This design comes from an exercise in tuning for small area and a short achievable clock period on the open sky130 flow, not from production work.
In this exercise RTL edits were held to simulation tests only and were not proved equivalent to the original.
No activity file was given, so power comes from the tool's default toggle rates.

`flow/flow/run.sh`:
```
#!/bin/bash
# The standard layout, with these changes:
# - synthesis is the standard synthesis, but ABC maps the combinational
#   logic with flow/abc.script (AIG resynthesis for area); registers are
#   mapped exactly as in the standard synthesis;
# - the port buffers are the smallest buffer (buf_1);
# - the clock tree uses clkbuf_4 in clusters, without dummy loads;
# - after placement, cells on the slowest paths are sized up.
# Each tool's output is in synth_make.log / flow_make.log and orfs/logs/.
set -uo pipefail
HERE=$PWD
rm -rf "$HERE/scripts_abc"
cp -r "$FLOW_HOME/scripts" "$HERE/scripts_abc"
cp "$HERE/flow/abc.script" "$HERE/scripts_abc/abc_speed.script"
SCRIPTS_DIR="$HERE/scripts_abc" bash standard.sh synth > synth_make.log 2>&1 || exit 1
export BUFFER_PORTS_ARGS="-buffer_cell sky130_fd_sc_hd__buf_1"
export CTS_ARGS="-sink_clustering_enable -repair_clock_nets -buf_list sky130_fd_sc_hd__clkbuf_4 -dont_use_dummy_load -sink_clustering_size 8 -sink_clustering_max_diameter 40"
export POST_RESIZE_TCL="$HERE/flow/post_resize.tcl"
bash standard.sh > flow_make.log 2>&1
```
`flow/flow/abc.script`:
```
strash
&get -n
&fraig -x
&deepsyn -T 300
&put
strash
&get -n
&dch -f
&nf -R 1000
&put
```
`flow/flow/post_resize.tcl`:
```
# Size up the cells on the input-to-output paths that set the period:
# repair_timing treats paths with less than the margin of slack as failing.
repair_timing -setup -setup_margin 23.4 -verbose
```
`flow/standard.sh`:
```
#!/bin/bash
# synth_recipe.tcl (not shown) runs the flow's synth.tcl, then flattens the netlist and writes it again
# the make line also repeats each setting of config.mk as NAME=value (left out here)
make -C /OpenROAD-flow-scripts/flow DESIGN_CONFIG=/design/flow/config.mk WORK_HOME=/design/flow/orfs CLKGATE_MAP_FILE= SYNTH_SCRIPT=/design/flow/synth_recipe.tcl "${@:-finish}"
```
`flow/config.mk`:
```
export PLATFORM = sky130hd
export DESIGN_NAME = jr_core
export DESIGN_NICKNAME = jr_core
export VERILOG_FILES = /design/flow/design.v
export SDC_FILE = /design/flow/constraint.sdc
export NUM_CORES = 4
export LEC_CHECK = 0
export CAP_MARGIN = 20
export CORE_MARGIN = 2
export CORE_UTILIZATION = 60
export SLEW_MARGIN = 20
```
`flow/constraint.sdc`:
```
create_clock -name core_clock -period 40.0 [get_ports {clk}]
set_input_delay 8.0000 -clock core_clock [delete_from_list [all_inputs] [get_ports {clk}]]
set_output_delay 8.0000 -clock core_clock [all_outputs]
set_load 0.01 [all_outputs]
```
`flow/design.v`:
```
module jr_mclock (
    input  wire        clk,
    input  wire        rst,
    input  wire        tick,
    input  wire        defer,       
    input  wire        run_set,
    input  wire        run_clr,
    input  wire        cnt_sel,     
    input  wire [61:0] load_val,    
    output reg         run,
    output reg  [61:0] c
);
    reg  pend;
    wire t = tick && run;
    wire a = t && !defer;
    wire [1:0] inc = {a && pend, a ^ pend};
    always @(posedge clk) begin
        if (rst) begin
            run  <= 1'b0;
            pend <= 1'b0;
        end else begin
            pend <= t && defer;
            if (run_set)      run <= 1'b1;
            else if (run_clr) run <= 1'b0;
        end
        c <= cnt_sel ? load_val : c + {60'd0, inc};
    end
endmodule
module jr_encoder (
    input  wire [7:0] x,
    input  wire [7:0] y,
    input  wire       left,
    output wire [5:0] mag
);
    function [5:0] mapy6;
        input [7:0] v;
        case (v)
            8'd0: mapy6 = 6'd44;
            8'd1: mapy6 = 6'd44;
            8'd2: mapy6 = 6'd43;
            8'd3: mapy6 = 6'd43;
            8'd4: mapy6 = 6'd43;
            8'd5: mapy6 = 6'd42;
            8'd6: mapy6 = 6'd42;
            8'd7: mapy6 = 6'd42;
            8'd8: mapy6 = 6'd41;
            8'd9: mapy6 = 6'd41;
            8'd10: mapy6 = 6'd41;
            8'd11: mapy6 = 6'd40;
            8'd12: mapy6 = 6'd40;
            8'd13: mapy6 = 6'd40;
            8'd14: mapy6 = 6'd39;
            8'd15: mapy6 = 6'd39;
            8'd16: mapy6 = 6'd39;
            8'd17: mapy6 = 6'd38;
            8'd18: mapy6 = 6'd38;
            8'd19: mapy6 = 6'd38;
            8'd20: mapy6 = 6'd37;
            8'd21: mapy6 = 6'd37;
            8'd22: mapy6 = 6'd37;
            8'd23: mapy6 = 6'd36;
            8'd24: mapy6 = 6'd36;
            8'd25: mapy6 = 6'd36;
            8'd26: mapy6 = 6'd35;
            8'd27: mapy6 = 6'd35;
            8'd28: mapy6 = 6'd34;
            8'd29: mapy6 = 6'd34;
            8'd30: mapy6 = 6'd34;
            8'd31: mapy6 = 6'd33;
            8'd32: mapy6 = 6'd33;
            8'd33: mapy6 = 6'd33;
            8'd34: mapy6 = 6'd32;
            8'd35: mapy6 = 6'd32;
            8'd36: mapy6 = 6'd32;
            8'd37: mapy6 = 6'd31;
            8'd38: mapy6 = 6'd31;
            8'd39: mapy6 = 6'd31;
            8'd40: mapy6 = 6'd30;
            8'd41: mapy6 = 6'd30;
            8'd42: mapy6 = 6'd30;
            8'd43: mapy6 = 6'd29;
            8'd44: mapy6 = 6'd29;
            8'd45: mapy6 = 6'd29;
            8'd46: mapy6 = 6'd28;
            8'd47: mapy6 = 6'd28;
            8'd48: mapy6 = 6'd28;
            8'd49: mapy6 = 6'd27;
            8'd50: mapy6 = 6'd27;
            8'd51: mapy6 = 6'd27;
            8'd52: mapy6 = 6'd26;
            8'd53: mapy6 = 6'd26;
            8'd54: mapy6 = 6'd26;
            8'd55: mapy6 = 6'd25;
            8'd56: mapy6 = 6'd25;
            8'd57: mapy6 = 6'd24;
            8'd58: mapy6 = 6'd24;
            8'd59: mapy6 = 6'd24;
            8'd60: mapy6 = 6'd23;
            8'd61: mapy6 = 6'd23;
            8'd62: mapy6 = 6'd23;
            8'd63: mapy6 = 6'd22;
            8'd64: mapy6 = 6'd22;
            8'd65: mapy6 = 6'd22;
            8'd66: mapy6 = 6'd21;
            8'd67: mapy6 = 6'd21;
            8'd68: mapy6 = 6'd21;
            8'd69: mapy6 = 6'd20;
            8'd70: mapy6 = 6'd20;
            8'd71: mapy6 = 6'd20;
            8'd72: mapy6 = 6'd19;
            8'd73: mapy6 = 6'd19;
            8'd74: mapy6 = 6'd19;
            8'd75: mapy6 = 6'd18;
            8'd76: mapy6 = 6'd18;
            8'd77: mapy6 = 6'd18;
            8'd78: mapy6 = 6'd17;
            8'd79: mapy6 = 6'd17;
            8'd80: mapy6 = 6'd17;
            8'd81: mapy6 = 6'd16;
            8'd82: mapy6 = 6'd16;
            8'd83: mapy6 = 6'd16;
            8'd84: mapy6 = 6'd15;
            8'd85: mapy6 = 6'd15;
            8'd86: mapy6 = 6'd14;
            8'd87: mapy6 = 6'd14;
            8'd88: mapy6 = 6'd14;
            8'd89: mapy6 = 6'd13;
            8'd90: mapy6 = 6'd13;
            8'd91: mapy6 = 6'd13;
            8'd92: mapy6 = 6'd12;
            8'd93: mapy6 = 6'd12;
            8'd94: mapy6 = 6'd12;
            8'd95: mapy6 = 6'd11;
            8'd96: mapy6 = 6'd11;
            8'd97: mapy6 = 6'd11;
            8'd98: mapy6 = 6'd10;
            8'd99: mapy6 = 6'd10;
            8'd100: mapy6 = 6'd10;
            8'd101: mapy6 = 6'd9;
            8'd102: mapy6 = 6'd9;
            8'd103: mapy6 = 6'd9;
            8'd104: mapy6 = 6'd8;
            8'd105: mapy6 = 6'd8;
            8'd106: mapy6 = 6'd8;
            8'd107: mapy6 = 6'd7;
            8'd108: mapy6 = 6'd7;
            8'd109: mapy6 = 6'd7;
            8'd110: mapy6 = 6'd6;
            8'd111: mapy6 = 6'd6;
            8'd112: mapy6 = 6'd6;
            8'd113: mapy6 = 6'd5;
            8'd114: mapy6 = 6'd5;
            8'd115: mapy6 = 6'd4;
            8'd116: mapy6 = 6'd4;
            8'd117: mapy6 = 6'd4;
            8'd118: mapy6 = 6'd3;
            8'd119: mapy6 = 6'd3;
            8'd120: mapy6 = 6'd3;
            8'd121: mapy6 = 6'd2;
            8'd139: mapy6 = 6'd3;
            8'd140: mapy6 = 6'd3;
            8'd141: mapy6 = 6'd3;
            8'd142: mapy6 = 6'd4;
            8'd143: mapy6 = 6'd4;
            8'd144: mapy6 = 6'd4;
            8'd145: mapy6 = 6'd5;
            8'd146: mapy6 = 6'd5;
            8'd147: mapy6 = 6'd5;
            8'd148: mapy6 = 6'd6;
            8'd149: mapy6 = 6'd6;
            8'd150: mapy6 = 6'd6;
            8'd151: mapy6 = 6'd7;
            8'd152: mapy6 = 6'd7;
            8'd153: mapy6 = 6'd8;
            8'd154: mapy6 = 6'd8;
            8'd155: mapy6 = 6'd8;
            8'd156: mapy6 = 6'd9;
            8'd157: mapy6 = 6'd9;
            8'd158: mapy6 = 6'd9;
            8'd159: mapy6 = 6'd10;
            8'd160: mapy6 = 6'd10;
            8'd161: mapy6 = 6'd10;
            8'd162: mapy6 = 6'd11;
            8'd163: mapy6 = 6'd11;
            8'd164: mapy6 = 6'd12;
            8'd165: mapy6 = 6'd12;
            8'd166: mapy6 = 6'd12;
            8'd167: mapy6 = 6'd13;
            8'd168: mapy6 = 6'd13;
            8'd169: mapy6 = 6'd13;
            8'd170: mapy6 = 6'd14;
            8'd171: mapy6 = 6'd14;
            8'd172: mapy6 = 6'd14;
            8'd173: mapy6 = 6'd15;
            8'd174: mapy6 = 6'd15;
            8'd175: mapy6 = 6'd15;
            8'd176: mapy6 = 6'd16;
            8'd177: mapy6 = 6'd16;
            8'd178: mapy6 = 6'd17;
            8'd179: mapy6 = 6'd17;
            8'd180: mapy6 = 6'd17;
            8'd181: mapy6 = 6'd18;
            8'd182: mapy6 = 6'd18;
            8'd183: mapy6 = 6'd18;
            8'd184: mapy6 = 6'd19;
            8'd185: mapy6 = 6'd19;
            8'd186: mapy6 = 6'd19;
            8'd187: mapy6 = 6'd20;
            8'd188: mapy6 = 6'd20;
            8'd189: mapy6 = 6'd20;
            8'd190: mapy6 = 6'd21;
            8'd191: mapy6 = 6'd21;
            8'd192: mapy6 = 6'd22;
            8'd193: mapy6 = 6'd22;
            8'd194: mapy6 = 6'd22;
            8'd195: mapy6 = 6'd23;
            8'd196: mapy6 = 6'd23;
            8'd197: mapy6 = 6'd23;
            8'd198: mapy6 = 6'd24;
            8'd199: mapy6 = 6'd24;
            8'd200: mapy6 = 6'd24;
            8'd201: mapy6 = 6'd25;
            8'd202: mapy6 = 6'd25;
            8'd203: mapy6 = 6'd25;
            8'd204: mapy6 = 6'd26;
            8'd205: mapy6 = 6'd26;
            8'd206: mapy6 = 6'd27;
            8'd207: mapy6 = 6'd27;
            8'd208: mapy6 = 6'd27;
            8'd209: mapy6 = 6'd28;
            8'd210: mapy6 = 6'd28;
            8'd211: mapy6 = 6'd28;
            8'd212: mapy6 = 6'd29;
            8'd213: mapy6 = 6'd29;
            8'd214: mapy6 = 6'd29;
            8'd215: mapy6 = 6'd30;
            8'd216: mapy6 = 6'd30;
            8'd217: mapy6 = 6'd31;
            8'd218: mapy6 = 6'd31;
            8'd219: mapy6 = 6'd31;
            8'd220: mapy6 = 6'd32;
            8'd221: mapy6 = 6'd32;
            8'd222: mapy6 = 6'd32;
            8'd223: mapy6 = 6'd33;
            8'd224: mapy6 = 6'd33;
            8'd225: mapy6 = 6'd33;
            8'd226: mapy6 = 6'd34;
            8'd227: mapy6 = 6'd34;
            8'd228: mapy6 = 6'd34;
            8'd229: mapy6 = 6'd35;
            8'd230: mapy6 = 6'd35;
            8'd231: mapy6 = 6'd36;
            8'd232: mapy6 = 6'd36;
            8'd233: mapy6 = 6'd36;
            8'd234: mapy6 = 6'd37;
            8'd235: mapy6 = 6'd37;
            8'd236: mapy6 = 6'd37;
            8'd237: mapy6 = 6'd38;
            8'd238: mapy6 = 6'd38;
            8'd239: mapy6 = 6'd38;
            8'd240: mapy6 = 6'd39;
            8'd241: mapy6 = 6'd39;
            8'd242: mapy6 = 6'd39;
            8'd243: mapy6 = 6'd40;
            8'd244: mapy6 = 6'd40;
            8'd245: mapy6 = 6'd41;
            8'd246: mapy6 = 6'd41;
            8'd247: mapy6 = 6'd41;
            8'd248: mapy6 = 6'd42;
            8'd249: mapy6 = 6'd42;
            8'd250: mapy6 = 6'd42;
            8'd251: mapy6 = 6'd43;
            8'd252: mapy6 = 6'd43;
            8'd253: mapy6 = 6'd43;
            8'd254: mapy6 = 6'd44;
            8'd255: mapy6 = 6'd44;
            default: mapy6 = 6'd0;
        endcase
    endfunction
    function [4:0] xadj6;
        input [7:0] v;
        case (v)
            8'd0: xadj6 = 5'd18;
            8'd1: xadj6 = 5'd18;
            8'd2: xadj6 = 5'd18;
            8'd3: xadj6 = 5'd18;
            8'd4: xadj6 = 5'd18;
            8'd5: xadj6 = 5'd18;
            8'd6: xadj6 = 5'd18;
            8'd7: xadj6 = 5'd18;
            8'd8: xadj6 = 5'd17;
            8'd9: xadj6 = 5'd17;
            8'd10: xadj6 = 5'd17;
            8'd11: xadj6 = 5'd17;
            8'd12: xadj6 = 5'd17;
            8'd13: xadj6 = 5'd17;
            8'd14: xadj6 = 5'd17;
            8'd15: xadj6 = 5'd16;
            8'd16: xadj6 = 5'd16;
            8'd17: xadj6 = 5'd16;
            8'd18: xadj6 = 5'd16;
            8'd19: xadj6 = 5'd16;
            8'd20: xadj6 = 5'd16;
            8'd21: xadj6 = 5'd15;
            8'd22: xadj6 = 5'd15;
            8'd23: xadj6 = 5'd15;
            8'd24: xadj6 = 5'd15;
            8'd25: xadj6 = 5'd15;
            8'd26: xadj6 = 5'd15;
            8'd27: xadj6 = 5'd15;
            8'd28: xadj6 = 5'd15;
            8'd29: xadj6 = 5'd14;
            8'd30: xadj6 = 5'd14;
            8'd31: xadj6 = 5'd14;
            8'd32: xadj6 = 5'd14;
            8'd33: xadj6 = 5'd14;
            8'd34: xadj6 = 5'd14;
            8'd35: xadj6 = 5'd13;
            8'd36: xadj6 = 5'd13;
            8'd37: xadj6 = 5'd13;
            8'd38: xadj6 = 5'd13;
            8'd39: xadj6 = 5'd13;
            8'd40: xadj6 = 5'd13;
            8'd41: xadj6 = 5'd13;
            8'd42: xadj6 = 5'd12;
            8'd43: xadj6 = 5'd12;
            8'd44: xadj6 = 5'd12;
            8'd45: xadj6 = 5'd12;
            8'd46: xadj6 = 5'd12;
            8'd47: xadj6 = 5'd12;
            8'd48: xadj6 = 5'd12;
            8'd49: xadj6 = 5'd12;
            8'd50: xadj6 = 5'd11;
            8'd51: xadj6 = 5'd11;
            8'd52: xadj6 = 5'd11;
            8'd53: xadj6 = 5'd11;
            8'd54: xadj6 = 5'd11;
            8'd55: xadj6 = 5'd11;
            8'd56: xadj6 = 5'd10;
            8'd57: xadj6 = 5'd10;
            8'd58: xadj6 = 5'd10;
            8'd59: xadj6 = 5'd10;
            8'd60: xadj6 = 5'd10;
            8'd61: xadj6 = 5'd10;
            8'd62: xadj6 = 5'd9;
            8'd63: xadj6 = 5'd9;
            8'd64: xadj6 = 5'd9;
            8'd65: xadj6 = 5'd9;
            8'd66: xadj6 = 5'd9;
            8'd67: xadj6 = 5'd9;
            8'd68: xadj6 = 5'd9;
            8'd69: xadj6 = 5'd9;
            8'd70: xadj6 = 5'd9;
            8'd71: xadj6 = 5'd8;
            8'd72: xadj6 = 5'd8;
            8'd73: xadj6 = 5'd8;
            8'd74: xadj6 = 5'd8;
            8'd75: xadj6 = 5'd8;
            8'd76: xadj6 = 5'd8;
            8'd77: xadj6 = 5'd7;
            8'd78: xadj6 = 5'd7;
            8'd79: xadj6 = 5'd7;
            8'd80: xadj6 = 5'd7;
            8'd81: xadj6 = 5'd7;
            8'd82: xadj6 = 5'd7;
            8'd83: xadj6 = 5'd6;
            8'd84: xadj6 = 5'd6;
            8'd85: xadj6 = 5'd6;
            8'd86: xadj6 = 5'd6;
            8'd87: xadj6 = 5'd6;
            8'd88: xadj6 = 5'd6;
            8'd89: xadj6 = 5'd6;
            8'd90: xadj6 = 5'd6;
            8'd91: xadj6 = 5'd5;
            8'd92: xadj6 = 5'd5;
            8'd93: xadj6 = 5'd5;
            8'd94: xadj6 = 5'd5;
            8'd95: xadj6 = 5'd5;
            8'd96: xadj6 = 5'd5;
            8'd97: xadj6 = 5'd5;
            8'd98: xadj6 = 5'd4;
            8'd99: xadj6 = 5'd4;
            8'd100: xadj6 = 5'd4;
            8'd101: xadj6 = 5'd4;
            8'd102: xadj6 = 5'd4;
            8'd103: xadj6 = 5'd4;
            8'd104: xadj6 = 5'd3;
            8'd105: xadj6 = 5'd3;
            8'd106: xadj6 = 5'd3;
            8'd107: xadj6 = 5'd3;
            8'd108: xadj6 = 5'd3;
            8'd109: xadj6 = 5'd3;
            8'd110: xadj6 = 5'd3;
            8'd111: xadj6 = 5'd3;
            8'd112: xadj6 = 5'd2;
            8'd113: xadj6 = 5'd2;
            8'd114: xadj6 = 5'd2;
            8'd115: xadj6 = 5'd2;
            8'd116: xadj6 = 5'd2;
            8'd117: xadj6 = 5'd2;
            8'd118: xadj6 = 5'd1;
            8'd119: xadj6 = 5'd1;
            8'd120: xadj6 = 5'd1;
            8'd121: xadj6 = 5'd1;
            8'd122: xadj6 = 5'd1;
            8'd123: xadj6 = 5'd1;
            8'd124: xadj6 = 5'd1;
            8'd142: xadj6 = 5'd1;
            8'd143: xadj6 = 5'd1;
            8'd144: xadj6 = 5'd1;
            8'd145: xadj6 = 5'd1;
            8'd146: xadj6 = 5'd1;
            8'd147: xadj6 = 5'd2;
            8'd148: xadj6 = 5'd2;
            8'd149: xadj6 = 5'd2;
            8'd150: xadj6 = 5'd2;
            8'd151: xadj6 = 5'd2;
            8'd152: xadj6 = 5'd2;
            8'd153: xadj6 = 5'd3;
            8'd154: xadj6 = 5'd3;
            8'd155: xadj6 = 5'd3;
            8'd156: xadj6 = 5'd3;
            8'd157: xadj6 = 5'd3;
            8'd158: xadj6 = 5'd3;
            8'd159: xadj6 = 5'd3;
            8'd160: xadj6 = 5'd3;
            8'd161: xadj6 = 5'd4;
            8'd162: xadj6 = 5'd4;
            8'd163: xadj6 = 5'd4;
            8'd164: xadj6 = 5'd4;
            8'd165: xadj6 = 5'd4;
            8'd166: xadj6 = 5'd5;
            8'd167: xadj6 = 5'd5;
            8'd168: xadj6 = 5'd5;
            8'd169: xadj6 = 5'd5;
            8'd170: xadj6 = 5'd5;
            8'd171: xadj6 = 5'd5;
            8'd172: xadj6 = 5'd6;
            8'd173: xadj6 = 5'd6;
            8'd174: xadj6 = 5'd6;
            8'd175: xadj6 = 5'd6;
            8'd176: xadj6 = 5'd6;
            8'd177: xadj6 = 5'd6;
            8'd178: xadj6 = 5'd6;
            8'd179: xadj6 = 5'd6;
            8'd180: xadj6 = 5'd7;
            8'd181: xadj6 = 5'd7;
            8'd182: xadj6 = 5'd7;
            8'd183: xadj6 = 5'd7;
            8'd184: xadj6 = 5'd7;
            8'd185: xadj6 = 5'd8;
            8'd186: xadj6 = 5'd8;
            8'd187: xadj6 = 5'd8;
            8'd188: xadj6 = 5'd8;
            8'd189: xadj6 = 5'd8;
            8'd190: xadj6 = 5'd8;
            8'd191: xadj6 = 5'd9;
            8'd192: xadj6 = 5'd9;
            8'd193: xadj6 = 5'd9;
            8'd194: xadj6 = 5'd9;
            8'd195: xadj6 = 5'd9;
            8'd196: xadj6 = 5'd9;
            8'd197: xadj6 = 5'd9;
            8'd198: xadj6 = 5'd9;
            8'd199: xadj6 = 5'd10;
            8'd200: xadj6 = 5'd10;
            8'd201: xadj6 = 5'd10;
            8'd202: xadj6 = 5'd10;
            8'd203: xadj6 = 5'd10;
            8'd204: xadj6 = 5'd10;
            8'd205: xadj6 = 5'd11;
            8'd206: xadj6 = 5'd11;
            8'd207: xadj6 = 5'd11;
            8'd208: xadj6 = 5'd11;
            8'd209: xadj6 = 5'd11;
            8'd210: xadj6 = 5'd12;
            8'd211: xadj6 = 5'd12;
            8'd212: xadj6 = 5'd12;
            8'd213: xadj6 = 5'd12;
            8'd214: xadj6 = 5'd12;
            8'd215: xadj6 = 5'd12;
            8'd216: xadj6 = 5'd12;
            8'd217: xadj6 = 5'd12;
            8'd218: xadj6 = 5'd13;
            8'd219: xadj6 = 5'd13;
            8'd220: xadj6 = 5'd13;
            8'd221: xadj6 = 5'd13;
            8'd222: xadj6 = 5'd13;
            8'd223: xadj6 = 5'd13;
            8'd224: xadj6 = 5'd14;
            8'd225: xadj6 = 5'd14;
            8'd226: xadj6 = 5'd14;
            8'd227: xadj6 = 5'd14;
            8'd228: xadj6 = 5'd14;
            8'd229: xadj6 = 5'd15;
            8'd230: xadj6 = 5'd15;
            8'd231: xadj6 = 5'd15;
            8'd232: xadj6 = 5'd15;
            8'd233: xadj6 = 5'd15;
            8'd234: xadj6 = 5'd15;
            8'd235: xadj6 = 5'd15;
            8'd236: xadj6 = 5'd15;
            8'd237: xadj6 = 5'd16;
            8'd238: xadj6 = 5'd16;
            8'd239: xadj6 = 5'd16;
            8'd240: xadj6 = 5'd16;
            8'd241: xadj6 = 5'd16;
            8'd242: xadj6 = 5'd16;
            8'd243: xadj6 = 5'd17;
            8'd244: xadj6 = 5'd17;
            8'd245: xadj6 = 5'd17;
            8'd246: xadj6 = 5'd17;
            8'd247: xadj6 = 5'd17;
            8'd248: xadj6 = 5'd18;
            8'd249: xadj6 = 5'd18;
            8'd250: xadj6 = 5'd18;
            8'd251: xadj6 = 5'd18;
            8'd252: xadj6 = 5'd18;
            8'd253: xadj6 = 5'd18;
            8'd254: xadj6 = 5'd18;
            8'd255: xadj6 = 5'd18;
            default: xadj6 = 5'd0;
        endcase
    endfunction
    wire [5:0] my  = mapy6(y);
    wire [4:0] xa  = xadj6(x);
    wire       red = left ? (x > 8'd133) : (x < 8'd133);
    wire [6:0] d   = {1'b0, my} - {2'b00, xa};
    assign mag = !red ? my : (d[6] ? 6'd0 : d[5:0]);
endmodule
module jr_core (
    input  wire        clk,
    input  wire        rst,
    input  wire [7:0]  cmd,
    input  wire        cmd_valid,
    output wire        cmd_ready,
    input  wire [7:0]  opd_x,
    input  wire [7:0]  opd_y,
    input  wire [15:0] opd_d,
    input  wire [15:0] opd_ax,
    input  wire [15:0] opd_ay,
    input  wire [15:0] opd_az,
    output wire [63:0] res,
    output reg         res_valid,
    input  wire        echo,
    output wire        trig,
    input  wire        tick0,
    input  wire        tick1,
    output wire [7:0]  tx_data,
    output reg         tx_valid,
    input  wire        tx_ready,
    input  wire        rx_avail,
    input  wire [7:0]  rx_data,
    output wire        rx_take,
    input  wire        confirm,
    output reg  [1:0]  act_dir_L,
    output reg  [1:0]  act_dir_R,
    output wire [7:0]  act_duty_L,
    output wire [7:0]  act_duty_R,
    output reg  [1:0]  disp
);
    localparam [3:0] OP_MC_START   = 4'h1;
    localparam [3:0] OP_MC_STOP    = 4'h2;
    localparam [3:0] OP_MC_RESET   = 4'h3;
    localparam [3:0] OP_MC_READ    = 4'h4;
    localparam [3:0] OP_RANGE      = 4'h5;
    localparam [3:0] OP_ENCODE     = 4'h6;
    localparam [3:0] OP_SEND_DRIVE = 4'h7;
    localparam [3:0] OP_FAULT_EVAL = 4'h8;
    localparam [3:0] OP_COLL_EVAL  = 4'h9;
    localparam [3:0] OP_RROBOT     = 4'hA;
    localparam [3:0] OP_RREMOTE    = 4'hB;
    localparam [3:0] OP_CONFIRM    = 4'hC;
    localparam [3:0] OP_MC_LOAD    = 4'hD;
    localparam [1:0] REVERSE = 2'd0, FORWARD = 2'd1, NEUTRAL = 2'd2;
    localparam [1:0] D_CLEAR = 2'd0, D_COLLISION = 2'd1, D_OBSTACLE = 2'd2, D_COMM_ERROR = 2'd3;
    localparam [23:0] CM = 24'h8B4396;
    reg        echo_lvl, dir, obs, hs, rfsm;
    reg  [5:0] duty_L, duty_R;
    reg        rdy;
    reg  [5:0] s;             
    reg [44:0] W;             
    reg        satf;          
    reg        rs0, rs1, rw, rp, rd;    
    assign cmd_ready  = rdy;
    assign act_duty_L = {duty_L, 2'b00};
    assign act_duty_R = {duty_R, 2'b00};
    assign tx_data    = W[7:0];
    wire [3:0] op  = cmd[7:4];
    wire       ci  = cmd[0];
    wire       acc = cmd_valid && rdy;
    wire [15:0] is_op = {16{acc}} & (16'd1 << op);
    wire sample = (s == 6'd12);
    wire last   = (s == 6'd32);
    assign trig = (s >= 6'd3) && (s <= 6'd12);
    wire        echo_rise = echo && !echo_lvl;
    wire        echo_fall = !echo && echo_lvl;
    wire        ld_any    = is_op[OP_MC_LOAD] && !rst;
    wire [61:0] load_val  = {opd_d[5:0], opd_az, opd_ay, opd_ax, opd_x} & {62{ld_any}};
    wire        run0, run1;
    wire [61:0] c0, c1;
    wire start0 = is_op[OP_MC_START] && !ci, start1 = is_op[OP_MC_START] && ci;
    wire stop0  = is_op[OP_MC_STOP]  && !ci, stop1  = is_op[OP_MC_STOP]  && ci;
    wire clr0   = is_op[OP_MC_RESET] && !ci, clr1   = is_op[OP_MC_RESET] && ci;
    wire load0  = is_op[OP_MC_LOAD]  && !ci, load1  = is_op[OP_MC_LOAD]  && ci;
    jr_mclock u_mc0 (
        .clk(clk), .rst(rst), .tick(tick0),
        .defer(is_op[OP_MC_READ] && !ci),
        .run_set(!clr0 && !sample && (start0 || (echo_rise && !stop0))),
        .run_clr(clr0 || sample || stop0 || echo_fall),
        .cnt_sel(rst || clr0 || sample || load0), .load_val(load_val),
        .run(run0), .c(c0)
    );
    jr_mclock u_mc1 (
        .clk(clk), .rst(rst), .tick(tick1),
        .defer(is_op[OP_MC_READ] && ci),
        .run_set(start1),
        .run_clr(clr1 || stop1),
        .cnt_sel(rst || clr1 || load1), .load_val(load_val),
        .run(run1), .c(c1)
    );
    wire poll_robot  = is_op[OP_RROBOT];
    wire poll_remote = is_op[OP_RREMOTE] && !rfsm;
    assign rx_take = (poll_robot || poll_remote) && rx_avail;
    wire coll = ($signed(opd_ax) > 16'sd500) || ($signed(opd_ax) < -16'sd500) ||
                ($signed(opd_ay) > 16'sd500) || ($signed(opd_ay) < -16'sd500) ||
                ($signed(opd_az) > 16'sd1500) || ($signed(opd_az) < 16'sd500);
    wire       left    = cmd[1:0] != 2'b00;
    wire       y_pos   = opd_y > 8'd138;
    wire       y_neg   = opd_y < 8'd122;
    wire       dir_new = (y_pos || y_neg) ? y_pos : dir;
    wire [5:0] mag;
    jr_encoder u_enc (.x(opd_x), .y(opd_y), .left(left), .mag(mag));
    wire enc_any  = is_op[OP_ENCODE] || (is_op[OP_SEND_DRIVE] && !rfsm);
    wire fault_tx = is_op[OP_FAULT_EVAL] && !hs &&
                    ((opd_d < 16'd30) ? !obs : obs);
    wire coll_tx  = is_op[OP_COLL_EVAL] && !hs && coll;
    wire conf_tx  = is_op[OP_CONFIRM] && rfsm && confirm;
    wire set_tx   = (is_op[OP_SEND_DRIVE] && !rfsm) || fault_tx || coll_tx || conf_tx;
    wire [7:0] w_load = enc_any ? {mag, dir_new, left} :
                        (poll_robot || poll_remote) ? rx_data :
                        {6'b001100, is_op[OP_FAULT_EVAL] && !obs, !is_op[OP_FAULT_EVAL]};
    wire rng_go = is_op[OP_RANGE] && !hs;
    wire [25:0] sum = {1'b0, W[44:20]} + {2'b00, (W[0] && s <= 6'd32) ? CM : 24'd0};
    wire [44:0] w_step = {sum, W[19:1]};
    wire [44:0] w_smp  = {6'd0, 1'b1, 18'd0, c0[19:0]};
    always @(posedge clk) begin
        if (sample) begin
            W[44:8] <= w_smp[44:8];
            satf    <= |c0[61:20];
        end else begin
            W[44:8] <= w_step[44:8];
        end
        if (acc)
            W[7:0] <= w_load;
        else if (sample)
            W[7:0] <= w_smp[7:0];
        else if (s != 6'd0)
            W[7:0] <= w_step[7:0];
        if (acc) begin
            rs0 <= is_op[OP_MC_READ] && !ci;
            rs1 <= is_op[OP_MC_READ] && ci;
            rw  <= enc_any || rx_take;
            rp  <= rx_take;
            rd  <= rng_go;
        end
    end
    wire        rdsat = rd && (satf || W[44] || W[43]);
    wire [15:0] lo    = ({16{rd}} & W[42:27]) | {16{rdsat}} |
                        {7'd0, rp, {8{rw}} & W[7:0]};
    wire [63:0] rc    = {{62{rs0}} & c0, 2'b00} | {{62{rs1}} & c1, 2'b00};
    assign res = rc | {48'd0, lo};
    wire tx_next = set_tx || (tx_valid && !tx_ready);
    wire [5:0] s_next = rng_go ? 6'd1 : (s == 6'd0 || last) ? 6'd0 : s + 6'd1;
    always @(posedge clk) begin
        if (rst) begin
            echo_lvl  <= 1'b0;
            dir       <= 1'b0;
            obs       <= 1'b0;
            hs        <= 1'b0;
            rfsm      <= 1'b0;
            disp      <= D_CLEAR;
            act_dir_L <= NEUTRAL;
            act_dir_R <= NEUTRAL;
            duty_L    <= 6'd0;
            duty_R    <= 6'd0;
            tx_valid  <= 1'b0;
            res_valid <= 1'b0;
            rdy       <= 1'b0;
            s         <= 6'd0;
        end else begin
            echo_lvl  <= echo;
            tx_valid  <= tx_next;
            res_valid <= (acc && !rng_go) || last;
            rdy       <= !acc && s_next == 6'd0 && !tx_next;
            s         <= s_next;
            if (enc_any)
                dir <= dir_new;
            if (fault_tx)
                obs <= !obs;
            if (coll_tx) begin
                act_dir_L <= NEUTRAL;
                act_dir_R <= NEUTRAL;
                duty_L    <= 6'd0;
                duty_R    <= 6'd0;
                hs        <= 1'b1;
            end
            if (poll_robot && rx_avail) begin
                if (!hs) begin
                    if (rx_data[0]) begin
                        act_dir_L <= rx_data[1] ? FORWARD : REVERSE;
                        duty_L    <= rx_data[7:2];
                    end else begin
                        act_dir_R <= rx_data[1] ? FORWARD : REVERSE;
                        duty_R    <= rx_data[7:2];
                    end
                end else if (rx_data == 8'h31) begin
                    hs <= 1'b0;
                end
            end
            if (poll_remote && rx_avail) begin
                case (rx_data)
                    8'h30:   disp <= D_CLEAR;
                    8'h31: begin
                        disp <= D_COLLISION;
                        rfsm <= 1'b1;
                    end
                    8'h32:   disp <= D_OBSTACLE;
                    default: disp <= D_COMM_ERROR;
                endcase
            end
            if (conf_tx) begin
                disp <= D_CLEAR;
                rfsm <= 1'b0;
            end
        end
    end
endmodule
```
==> notes.md <==
Fraction of power spent switching nets -> 35.25%
Maximum resistive drop on vdd -> 19.16 uV
Most frequent cells after synthesis -> sky130_fd_sc_hd__nand2_1 (252), sky130_fd_sc_hd__dfxtp_1 (197), sky130_fd_sc_hd__nor2_1 (148)
Launching element type of the critical path -> input pin
Die boundary height -> 144.7 um
Share of total power in combinational logic -> 29.1%
Share of the cycle needed by the critical path after routing -> 42.09%
Largest fanout on the critical path -> 7
Class of the tightest hold or removal check -> flop to flop
Ranking of synthesized cells by area -> sky130_fd_sc_hd__dfxtp_1 (33%), sky130_fd_sc_hd__nand2_1 (8.0%), sky130_fd_sc_hd__a21oi_1 (5.7%), sky130_fd_sc_hd__o21ai_0 (5.6%), sky130_fd_sc_hd__a22o_1 (4.9%)
Internal cell power -> 343.3 uW
Die W -> 144.7 um
Worst-skew pair later-pin latency -> 0.64 ns
Root buffer cell -> sky130_fd_sc_hd__clkbuf_4
Setup clock skew after layout -> 0.07492 ns
Result of the run -> finished clean
Distinct cell type count after synthesis -> 58
Final period demand of the worst path -> 16.84 ns
Post-synthesis cell type with the largest combined area -> sky130_fd_sc_hd__dfxtp_1
Syn_area_per_cell -> 7.680 um^2
Number of sinks handled by clock tree synthesis -> 211
Remaining max-slew budget at the tightest pin -> 29.83%
Critical Path End Type -> primary output
CTS clock-pin slew for the worst setup and hold paths -> 0.09 ns
Hold Buf Count CTS -> 0
First-pass GRT wire length -> 54480 um
Maximum count of clock buffers along a single path -> 3
Number of inserted filler cells in the final layout -> 1706
Psw -> 186.9 uW
Post-synth top area share -> 33.19%
Area growth, synth to finish -> 12.53%
Post-CTS repair timing setup buffer count -> 0
Leak Pwr -> 4.945 nW
Final-report setup violation count -> 0
Routed via count -> 12.74k
Worst min-delay path startpoint -> W[15]$_DFF_P_
Worst hold margin -> 0.4314 ns
Core Util, Final -> 68.70%
Critical path type -> input pin to primary output
Row cnt -> 51
Pin count of the biggest net entering global routing -> 63
Slew @ Worst Pin -> 1.052 ns
EDFF count, synth -> 14
Dominant register cell in the synthesized netlist -> sky130_fd_sc_hd__dfxtp_1
HPWL after DPL -> 24720 um
Final-layout setup total negative slack -> 0 ns
Depth of the CTS H-tree -> 2
Flop pwr share -> 49.1%
Vias per cell -> 6.201
Hold path endpoint -> W[14]$_DFF_P_
Gate Count Post-Synth -> 1547
Critical R2R Capture -> u_mc0.c[60]$_DFF_P_
Power per Cell Area -> 39.65 nW/um^2
Average wire length per cell after detail routing -> 16.97 um
Combined area of all synthesized cells -> 11880 um^2
Yosys warning total -> 3
Endpoint arrival time on the critical path -> 8.84 ns
Max frequency -> 0.05939 GHz
Die footprint -> 20940 um^2
Setup slack of the worst register-to-register path -> 30.86 ns
Post-route DRC -> 0
Fraction of layout cells with a size suffix above 1 -> 3.859%
Critical R2R Launch -> rdy$_SDFF_PP0_
Clock tree from TritonCTS -> done
Final-report max-slew violation count -> 0
Initial detailed-routing violation count -> 988
Most frequent cell after synthesis -> sky130_fd_sc_hd__nand2_1
Total track usage -> 31.93%
Count of boundary I/O pins -> 204
Number of endpoints with negative hold slack in the final report -> 0
Number of flip-flops and latches in the synthesized netlist -> 211
Share of synthesized area occupied by flip-flops and latches -> 36.73%
CP required -> 32.00 ns
Standard cell core area -> 19460 um^2
Sum of overflow across all layers after global routing -> 0
Setup repair after global routing missed its margin -> false
Number of global-route vias before repair -> 11.36k
Total routed wirelength -> 34860 um
Final weighted congestion of routability-driven global placement -> 0.9413
Worst Reg-to-Reg Cells -> 48
Number of nets in the layout -> 1930
Count of buffers inserted at the top-level ports -> 197
Number of stages on the worst hold path -> 2
Number of CTS-inserted buffers -> 36
Fraction of registers with async set/reset -> 0%
Max-capacitance violation count -> 0
Post-cts sizing count -> 0
Post-route total power -> 530.1 uW
Starting density of the core -> 61.05%
Detail Route Antenna Nets -> 0
Count of TritonRoute iterations in the first routing pass -> 5
Antenna violations before repair -> 1
Clock Power Share -> 21.9%
cell type report:
cell class | instances | area [um^2] | share of cell area, %
Antenna cell | 1 | 2.502 | 0.01872
Clock buffer | 36 | 270.3 | 2.021
Inverter | 55 | 206.4 | 1.544
Multi-Input combinational cell | 1272 | 7300 | 54.59
Sequential cell | 211 | 4364 | 32.64
Tap cell | 265 | 331.6 | 2.480
Timing Repair Buffer | 214 | 895.9 | 6.700
state kept, by name, indices dropped and copies added (netlist names), 2 cells and up:
register	count
u_mc1.c	62
act_dir_R	2
duty_L	6
W	45
u_mc0.c	62
disp	2
s	6
act_dir_L	2
duty_R	6
cell families (layout without fill, tap and decap cells):
group,after synthesis,in the layout,share of synthesized area (%)
AO/OA/AOI/OAI,521,521,28.17
AND/OR/NAND/NOR,697,697,27.52
buffers and inverters,67,305,2.496
flip-flops,211,211,36.73
other,1,5,0.03156
adder cells (fa/ha/maj),36,36,4.023
XOR/XNOR,14,14,1.032
worst max-delay path, stage by stage:
cell	delay [ns]
sky130_fd_sc_hd__buf_1	0.26
sky130_fd_sc_hd__nand3_2	0.17
sky130_fd_sc_hd__a21oi_4	0.14
sky130_fd_sc_hd__and2_4	0.16
sky130_fd_sc_hd__buf_6	0.09
placed cells by master (no fill, tap or decap), drive strengths merged, types with 5 or more instances in the layout:
master / n
nor3: 41
nand4: 11
a221oi: 7
and2: 44
a21oi: 136
nor2: 148
buf: 213
a22o: 66
ha: 31
a211oi: 8
o2111ai: 5
nor2b: 30
xor2: 8
o31ai: 66
o22ai: 10
o211ai: 6
nand2: 252
nand3: 60
nor3b: 5
nand2b: 14
clkbuf: 37
nor4: 18
or2: 7
a31oi: 28
a22oi: 9
and3: 52
dfxtp: 197
clkinv: 55
a222oi: 7
o21a: 10
o21ai: 133
xnor2: 6
edfxtp: 14
stage by stage:
stage          area [um^2]  instances  setup slack (ns)
6_report             13370       2054             23.16
5_1_grt              13370       2054             22.66
4_1_cts              13340       2052             23.17
3_5_place_dp         13070       2016             23.18
3_3_place_gp         12970       2010             22.40
2_1_floorplan        11890       1550             23.00
metal layers:
layer	routed length [um]	global-route usage, %	vias up	part of all wire, %
met5	0	0	-	0
met1	14580	40.63	5839	42
met2	15990	52.83	589	46
li1	-	-	6219	-
met4	1028	12.21	0	2.9
met3	3258	7.470	89	9.3
power by group through the flow:
stage	clock, mW	sequential [mW]	combinational [mW]
CTS	0.117	0.260	0.153
floorplan	0	0.262	0.106
detailed placement	0	0.265	0.151
finish	0.116	0.260	0.154
global route	0.125	0.263	0.173
global placement	0	0.263	0.145
worst max path at each step:
stage | startpoint | end | slack, ns | cells after the start
3_5_place_dp | cmd_valid | rx_take | 23.18 | 7
2_1_floorplan | cmd_valid | rx_take | 23.00 | 5
6_report | cmd[7] | rx_take | 23.16 | 5
5_1_grt | cmd[0] | u_mc1.c[60]$_DFF_P_ | 22.66 | 48
3_3_place_gp | cmd_valid | rx_take | 22.40 | 7
4_1_cts | cmd_valid | rx_take | 23.17 | 7

## port drivers added, routing unchanged
In the flow no input, the clock included, has a driving cell. The finished layout below was timed again as built, in two steps.
Step 1 sets driving cells, clkbuf_16 on the clock port and buf_2 on the other inputs (assumed; they add their load-dependent delay and slew).
Step 2 adds t to the input delays and takes it off the output delays; t is the mean of the earliest and latest rising clock arrival at the registers after step 1. Input paths then give back, and output paths get back, about the clock's delay inside the block.
Slacks: ideal / step 1 / step 2; pairs: ideal / step 1.
shift t [ns]: 0.641
slack for setup (ns): 23.163 / 23.124 / 23.066
worst setup path after step 2: input to register
worst data-port slew with drivers (ns): 0.07
After both steps this run still meets setup and hold. For this run, drivers alone change the setup slack by -0.039 ns; drivers and shift together by -0.097 ns.
